This design comes from an exercise in tuning for small area, a short achievable clock period and few clock cycles per item on the open sky130 flow, not from production work. At most, simulation tests tie the RTL to the original design; equivalence was not proved. Power figures rest on the tool's default switching activity, not on a simulated workload.

## freq_counter
module freq_counter (
    input  wire        clk,
    input  wire        rst,           
    input  wire        cmd_valid,
    output wire        cmd_ready,
    input  wire [7:0]  cmd_opc,
    input  wire [7:0]  cmd_sym,
    input  wire        in_valid,
    output wire        in_ready,
    input  wire [31:0] in_data,       
    input  wire [2:0]  in_nbytes,     
    input  wire        in_last,       
    input  wire        in_err,        
    output reg         done,
    output reg  [3:0]  err,
    output reg  [15:0] result,
    output reg         freq_valid
);
    localparam [7:0] OPC_NOP   = 8'h00;
    localparam [7:0] OPC_CLEAR = 8'h30;
    localparam [7:0] OPC_COUNT = 8'h31;
    localparam [7:0] OPC_READ  = 8'h32;
    localparam [7:0] OPC_TOTAL = 8'h33;
    localparam [3:0] ERR_NONE     = 4'd0;
    localparam [3:0] ERR_IO       = 4'd1;
    localparam [3:0] ERR_ILLEGAL  = 4'd4;
    localparam [3:0] ERR_OVERFLOW = 4'd7;
    localparam NR = 32;    
    localparam S  = 8;     
    localparam LW = 5;     
    localparam HW = 7;     
    localparam NX = 15;    
    reg  [2:0]  t;             
    reg  [3:0]  clr_cnt;       
    reg         streaming;     
    reg  [15:0] acc;           
    reg  [15:0] total;
    reg         in_ready_q;
    reg         cmd_ready_q;
    reg         slot_v;
    reg         slot_ill, slot_clear, slot_count, slot_read, slot_total;
    reg  [7:0]  slot_sym;
    reg  [31:0] slot_ring;     
    reg  [NR-1:0] lgn [0:3];   
    reg  [S-1:0]  lpn [0:3];   
    reg         bq_v;          
    reg  [2:0]  bq_n;
    reg         bq_last, bq_err;
    reg         settle;        
    assign cmd_ready = cmd_ready_q;
    assign in_ready  = in_ready_q;
    wire cmd_fire = cmd_valid && cmd_ready_q;
    wire in_fire  = in_valid && in_ready_q;
    wire        c_read  = (cmd_opc == OPC_READ);
    wire        c_zsym  = (cmd_sym == 8'd0);
    wire        c_clear = c_zsym && (cmd_opc == OPC_CLEAR);
  ...
For scale: roughly 10,000 cells after synthesis, roughly 130,000 um^2 of cells after synthesis.
export LEC_CHECK = 0
export CAP_MARGIN = 20
export CORE_MARGIN = 2
export CORE_UTILIZATION = 55
export CTS_CLUSTER_DIAMETER = 100
export CTS_CLUSTER_SIZE = 25
export PLACE_DENSITY = 0.65
export SETUP_SLACK_MARGIN = 5.0
export SLEW_MARGIN = 20
create_clock -name core_clock -period 8.0 [get_ports {clk}]
run.sh (not shown) runs the stock make flow with config.mk's settings and CLKGATE_MAP_FILE= SYNTH_SCRIPT=/design/flow/synth_recipe.tcl, a recipe that flattens the netlist after the stock synthesis.
==> next run, changes <==
--- a/flow/design.v
+++ b/flow/design.v
@@ -81,32 +81,27 @@
             for (j = 0; j < S; j = j + 1) begin : pos
                 for (l = 0; l < 4; l = l + 1) begin : lane
                     assign hit[j][l] = !(lgn[l][g] || lpn[l][j]);
                 end
                 wire [LW:0] v;
                 if (j < S - 1) begin : mid
                     assign v = {pend[j], low[j*LW +: LW]};
                 end else begin : head
                     assign v = {1'b0, low[j*LW +: LW]};
                 end
-                wire [3:0] hn  = ~hit[j];
-                wire       san = hn[0] ^ hn[1] ^ hn[2];                               
-                wire       can = (hn[0] & hn[1]) | (hn[0] & hn[2]) | (hn[1] & hn[2]);   
-                wire       v0n = ~v[0];
-                wire       v1n = ~v[1];
-                wire       s0n = v0n ^ hn[3] ^ san;
-                wire       cbn = (v0n & hn[3]) | (v0n & san) | (hn[3] & san);          
-                wire       s1n = v1n ^ can ^ cbn;
-                wire       ccn = (v1n & can) | (v1n & cbn) | (can & cbn);              
-                wire       cc  = ~ccn;
-                assign sum[j][0] = ~s0n;
-                assign sum[j][1] = ~s1n;
+                wire [3:0] h  = hit[j];
+                wire       sa = h[0] ^ h[1] ^ h[2];
+                wire       ca = (h[0] & h[1]) | (h[0] & h[2]) | (h[1] & h[2]);
+                wire       cb = (v[0] & h[3]) | (v[0] & sa) | (h[3] & sa);
+                wire       cc = (v[1] & ca) | (v[1] & cb) | (ca & cb);
+                assign sum[j][0] = v[0] ^ h[3] ^ sa;
+                assign sum[j][1] = v[1] ^ ca ^ cb;
                 wire       p23  = v[2] & v[3];
                 wire       p234 = p23 & v[4];
                 assign sum[j][2] = v[2] ^ cc;
                 assign sum[j][3] = v[3] ^ (cc & v[2]);
                 assign sum[j][4] = v[4] ^ (cc & p23);
                 assign sum[j][5] = v[5] ^ (cc & p234);
             end
             wire [HW:0]   head_hi = {1'b0, hi[(S-1)*HW +: HW]} + {{HW{1'b0}}, pend[S-1]};
             wire          scanned = (scan_r == g) && !clearing;
             integer m;
Synthesized area increases by a few percent; register-to-register slack gets worse by 0.03 ns; wire length came out lower by a few percent; total power falls slightly; via count came out higher slightly; design area grows by a few percent; synthesized cell count climbs by roughly a tenth; sequential share of layout area decreases by 1.6 points; setup slack loses 0.031 ns; clock skew barely changes; clock-buffer cell count increases by 1; cell count grows by roughly a tenth.
Testbench counts after the change, summed over its fixed seeds: cycles 28,776, bytes 62,843.
Only the layout flow was run in the first run of this note; the RTL was not checked for function there.

==> port drivers added, routing unchanged <==
No port has a modelled driver above. Below, the same layouts with a new extraction and two added sets of constraints. Step 1 sets driving cells, clkbuf_16 on the clock port and buf_2 on the other inputs (assumed; they add their load-dependent delay and slew). Step 2 adds t to the input delays and takes it off the output delays; t is the mean of the earliest and latest rising clock arrival at the registers after step 1. Input paths then give back, and output paths get back, about the clock's delay inside the block. Three values: ideal, step 1, step 2; two values: the first two.
run | shift t [ns] | setup slack, ns | latest minus earliest clock arrival (ns) | worst register clock-pin slew, ns | pins driven straight from the clock port
the first run | 0.978 | 4.964 / 4.873 / 4.142 | 0.059 / 0.060 | 0.11 / 0.11 | 1
the second run | 0.969 | 4.934 / 4.893 / 4.170 | 0.056 / 0.056 | 0.11 / 0.11 | 1
After both steps every run listed still meets setup and hold. The setup slack of the first run, which loses most, moves by -0.091 ns with the drivers and by -0.822 ns with both steps.
